This design comes from an exercise in tuning for a short achievable clock period and few clock cycles per item on the open sky130 flow, not from production work. In this exercise RTL edits were held to simulation tests only and were not proved equivalent to the original. No activity file was given, so power comes from the tool's default toggle rates.

==> inputs of run a <==
## qse_pacer
module qse_pacer (
    input  wire        clk,
    input  wire        rst,                
    input  wire [31:0] cfg_sample_rate,
    input  wire [31:0] cfg_carrier_freq,
    input  wire [31:0] cfg_bit_rate,
    input  wire [31:0] cfg_packet_size,
    input  wire [31:0] cfg_unit_size,
    input  wire [31:0] cfg_image_len,
    input  wire [31:0] cfg_strategy,
    input  wire [31:0] cfg_app_start,
    input  wire [31:0] cfg_sector_count,
    input  wire [31:0] cfg_pause_short_us,
    input  wire [31:0] cfg_pause_erase_us,
    input  wire [31:0] cfg_intro_us,
    input  wire [31:0] cfg_outro_us,
    input  wire        sect_we,
    input  wire [3:0]  sect_idx,
    input  wire [31:0] sect_data,
    input  wire        cmd_valid,
    output wire        cmd_ready,
    input  wire [1:0]  cmd_op,
    output reg         rsp_valid,
    output reg  [3:0]  rsp_err,
    output reg  [2:0]  rsp_kind,
    output reg  [31:0] rsp_addr,
    output reg  [47:0] rsp_nsym,
    output reg  [31:0] rsp_s,
    output reg  [31:0] rsp_p
);
    localparam [2:0] K_INTRO = 3'd1, K_PACKET = 3'd2, K_PAUSE_SHORT = 3'd3,
                     K_PAUSE_ERASE = 3'd4, K_OUTRO = 3'd5;
    reg [31:0] c_ps, c_u, c_len, c_app;
    reg        c_st0, c_sthi, c_scnt_big;
    reg [15:0] smask;            
    integer mi;
    always @(posedge clk) begin
        c_ps       <= cfg_packet_size;
        c_u        <= cfg_unit_size;
        c_len      <= cfg_image_len;
        c_app      <= cfg_app_start;
        c_st0      <= cfg_strategy[0];
        c_sthi     <= cfg_strategy[31:1] != 31'd0;
        c_scnt_big <= cfg_sector_count > 32'd16;
        for (mi = 0; mi < 16; mi = mi + 1)
            smask[mi] <= cfg_strategy[0] && (cfg_sector_count > mi);
    end
    reg        we_r;
    reg [3:0]  wi_r;
    reg [31:0] wd_r;
    reg [31:0] sect [0:15];
    always @(posedge clk) begin
  ...
==> module qse_div, before the edit <==
module qse_div (
    input  wire        clk,
    input  wire        rst,
    input  wire        start,
    input  wire [32:0] n,
    input  wire [32:0] d,
    input  wire [5:0]  ln_i,     
    input  wire [5:0]  ld_i,     
    output reg         done,
    output reg  [32:0] q,
    output wire [32:0] r,
    output reg         dz,       
    output reg         nz        
);
    localparam [1:0] S_K = 2'd0, S_SHIFT = 2'd1, S_ITER = 2'd2, S_FIX = 2'd3;
    reg        busy;
    reg [1:0]  st;
    reg [33:0] pr;               
    reg [32:0] dd, ds;
    reg [6:0]  k;                
    reg [5:0]  ln, ld;
    reg        nar;              
    reg        ph;               
    reg [16:0] lo_r;
    reg        c_r;
    assign r = pr[32:0];
    wire        neg  = nar ? pr[18] : pr[33];
    wire        sub  = ~neg;
    wire [33:0] opx  = {1'b0, ds} ^ {34{sub}};
    wire [19:0] n19  = {pr[18:0], sub} + {opx[18:0], sub};
    wire [18:0] nres = n19[19:1];
    wire [18:0] w_lo = {1'b0, pr[16:0], sub} + {1'b0, opx[16:0], sub};
    wire [17:0] w_hi = {pr[33:17], c_r} + {opx[33:17], c_r};
    wire [33:0] res  = nar ? {pr[33:19], nres} : {w_hi[17:1], lo_r};
    wire        rneg = nar ? nres[18] : w_hi[17];
    wire        full = nar | ph;             
    wire fin = busy && ((st == S_SHIFT && (dz || k[6])) ||
                        (st == S_FIX && (!neg || full)));
    always @(posedge clk) begin
        if (rst) begin
            busy <= 1'b0;
            done <= 1'b0;
        end else if (start) begin
            busy <= 1'b1;
            done <= 1'b0;
        end else if (fin) begin
            busy <= 1'b0;
            done <= 1'b1;
        end
    end
    always @(posedge clk) begin
        lo_r <= w_lo[17:1];
        c_r  <= w_lo[18];
        if (start) begin
            st <= S_K;
            pr <= {1'b0, n};
            dd <= d;
            ln <= ln_i;
            ld <= ld_i;
            ph <= 1'b0;
        end else begin
            case (st)
                S_K: begin
                    k   <= {1'b0, ld} - {1'b0, ln};
                    dz  <= dd == 33'd0;
                    nz  <= pr[32:0] == 33'd0;
                    nar <= ln >= 6'd15;
                    q   <= 33'd0;
                    st  <= S_SHIFT;
                end
                S_SHIFT: begin
                    ds <= dd << k[5:0];
                    st <= S_ITER;
                end
                S_ITER: begin
                    if (busy) begin
                        ph <= ~full;
                        if (full) begin
                            pr <= res;
                            q  <= {q[31:0], ~rneg};
                            ds <= (k == 7'd0) ? dd : ds >> 1;
                            k  <= k - 7'd1;
                            if (k == 7'd0)
                                st <= S_FIX;
                        end
                    end
                end
                default: begin
                    if (busy && neg) begin
                        ph <= ~full;
                        if (full)
                            pr <= res;
                    end
                end
            endcase
        end
    end
endmodule
Settings: LEC_CHECK=0, CAP_MARGIN=20, CORE_MARGIN=2, CORE_UTILIZATION=40, PLACE_DENSITY=0.6, SETUP_SLACK_MARGIN=5, SLEW_MARGIN=20; clock period 8.0 ns.
run.sh (not shown) runs the stock make flow with config.mk's settings and CLKGATE_MAP_FILE= SYNTH_SCRIPT=/design/flow/synth_recipe.tcl, a recipe that flattens the netlist after the stock synthesis.
==> inputs of run b, as changes to run a <==
--- a/flow/design.v
+++ b/flow/design.v
@@ -321,4 +321,3 @@
     assign r = pr[32:0];
-    wire        neg  = nar ? pr[18] : pr[33];
-    wire        sub  = ~neg;
+    wire        sub  = ~pr[33];
     wire [33:0] opx  = {1'b0, ds} ^ {34{sub}};
@@ -328,7 +327,6 @@
     wire [17:0] w_hi = {pr[33:17], c_r} + {opx[33:17], c_r};
-    wire [33:0] res  = nar ? {pr[33:19], nres} : {w_hi[17:1], lo_r};
-    wire        rneg = nar ? nres[18] : w_hi[17];
+    wire [33:0] res  = nar ? {{15{nres[18]}}, nres} : {w_hi[17:1], lo_r};
     wire        full = nar | ph;             
     wire fin = busy && ((st == S_SHIFT && (dz || k[6])) ||
-                        (st == S_FIX && (!neg || full)));
+                        (st == S_FIX && (!pr[33] || full)));
     always @(posedge clk) begin
@@ -374,3 +372,3 @@
                             pr <= res;
-                            q  <= {q[31:0], ~rneg};
+                            q  <= {q[31:0], ~res[33]};
                             ds <= (k == 7'd0) ? dd : ds >> 1;
@@ -383,3 +381,3 @@
                 default: begin
-                    if (busy && neg) begin
+                    if (busy && pr[33]) begin
                         ph <= ~full;
--- a/flow/config.mk
+++ b/flow/config.mk
@@ -9,4 +9,4 @@
 export CORE_MARGIN = 2
-export CORE_UTILIZATION = 40
-export PLACE_DENSITY = 0.6
+export CORE_UTILIZATION = 30
+export PLACE_DENSITY = 0.5
 export SETUP_SLACK_MARGIN = 5
==> inputs of run c, as changes to run a <==
--- a/flow/design.v
+++ b/flow/design.v
@@ -321,4 +321,3 @@
     assign r = pr[32:0];
-    wire        neg  = nar ? pr[18] : pr[33];
-    wire        sub  = ~neg;
+    wire        sub  = ~pr[33];
     wire [33:0] opx  = {1'b0, ds} ^ {34{sub}};
@@ -328,7 +327,6 @@
     wire [17:0] w_hi = {pr[33:17], c_r} + {opx[33:17], c_r};
-    wire [33:0] res  = nar ? {pr[33:19], nres} : {w_hi[17:1], lo_r};
-    wire        rneg = nar ? nres[18] : w_hi[17];
+    wire [33:0] res  = nar ? {{15{nres[18]}}, nres} : {w_hi[17:1], lo_r};
     wire        full = nar | ph;             
     wire fin = busy && ((st == S_SHIFT && (dz || k[6])) ||
-                        (st == S_FIX && (!neg || full)));
+                        (st == S_FIX && (!pr[33] || full)));
     always @(posedge clk) begin
@@ -374,3 +372,3 @@
                             pr <= res;
-                            q  <= {q[31:0], ~rneg};
+                            q  <= {q[31:0], ~res[33]};
                             ds <= (k == 7'd0) ? dd : ds >> 1;
@@ -383,3 +381,3 @@
                 default: begin
-                    if (busy && neg) begin
+                    if (busy && pr[33]) begin
                         ph <= ~full;
--- a/flow/config.mk
+++ b/flow/config.mk
@@ -10,2 +10,4 @@
 export CORE_UTILIZATION = 40
+export CTS_CLUSTER_DIAMETER = 80
+export CTS_CLUSTER_SIZE = 30
 export PLACE_DENSITY = 0.6
==> inputs of run d, as changes to run a <==
--- a/flow/design.v
+++ b/flow/design.v
@@ -321,4 +321,3 @@
     assign r = pr[32:0];
-    wire        neg  = nar ? pr[18] : pr[33];
-    wire        sub  = ~neg;
+    wire        sub  = ~pr[33];
     wire [33:0] opx  = {1'b0, ds} ^ {34{sub}};
@@ -328,7 +327,6 @@
     wire [17:0] w_hi = {pr[33:17], c_r} + {opx[33:17], c_r};
-    wire [33:0] res  = nar ? {pr[33:19], nres} : {w_hi[17:1], lo_r};
-    wire        rneg = nar ? nres[18] : w_hi[17];
+    wire [33:0] res  = nar ? {{15{nres[18]}}, nres} : {w_hi[17:1], lo_r};
     wire        full = nar | ph;             
     wire fin = busy && ((st == S_SHIFT && (dz || k[6])) ||
-                        (st == S_FIX && (!neg || full)));
+                        (st == S_FIX && (!pr[33] || full)));
     always @(posedge clk) begin
@@ -374,3 +372,3 @@
                             pr <= res;
-                            q  <= {q[31:0], ~rneg};
+                            q  <= {q[31:0], ~res[33]};
                             ds <= (k == 7'd0) ? dd : ds >> 1;
@@ -383,3 +381,3 @@
                 default: begin
-                    if (busy && neg) begin
+                    if (busy && pr[33]) begin
                         ph <= ~full;
==> notes <==
- Run b passed the timing, DRC and antenna checks. Run c produced a clean layout. Run d ran to the end with no violations. Run a went through all stages and came out clean.
- Area after synthesis is the same in run d and run b.
- The highest wire length belongs to run b, the lowest to run c.
- In register-to-register slack, run c and run d hardly differ.
- Final area, lowest first: run c, run d, run a, run b.
- Combinational power: run c is lower than run a (about 6%).
- Die area: run a is lower than run b (25%).
- In run b the clock-buffer cell count is higher than in run c, by 381.
- The highest sequential share of layout area belongs to run c, the lowest to run b.
Testbench counts of run a, summed over its fixed seeds: cycles 3,947, commands 1,643.
Testbench counts of run b, summed over its fixed seeds: cycles 3,947, commands 1,643.
Testbench counts of run c, summed over its fixed seeds: cycles 3,947, commands 1,643.
Testbench counts of run d, summed over its fixed seeds: cycles 3,947, commands 1,643.

==> port drivers added, routing unchanged <==
No port has a modelled driver above. Below, the same layouts with a new extraction and two added sets of constraints.
Step 1 assumes that a clkbuf_16 drives the clock port and a buf_2 every other input.
Step 2 moves the port delays by t, midway between the first and last clock arrival at a register: inputs arrive t later, outputs are due t later. That takes back most of the time a late clock gives input paths.
a / b / c = no drivers / after step 1 / after step 2; a / b = the first two.
| run | t (ns) | setup WS [ns] | worst hold slack (ns) | worst setup path after step 2 | clock arrival spread, ns |
|---|---|---|---|---|---|
| run a | 1.131 | 4.321 / 4.321 / 3.926 | 0.296 / 0.296 / 0.296 | input to register | 0.070 / 0.071 |
| run b | 1.165 | 4.491 / 4.491 / 3.600 | 0.278 / 0.278 / 0.278 | input to register | 0.116 / 0.116 |
| run c | 1.113 | 4.510 / 4.510 / 3.776 | 0.301 / 0.301 / 0.301 | input to register | 0.087 / 0.088 |
| run d | 1.135 | 4.522 / 4.522 / 3.753 | 0.284 / 0.284 / 0.284 | input to register | 0.079 / 0.079 |
After both steps every run listed still meets setup and hold. For run b, which loses most, drivers alone change the setup slack by 0.000 ns; drivers and shift together by -0.891 ns.
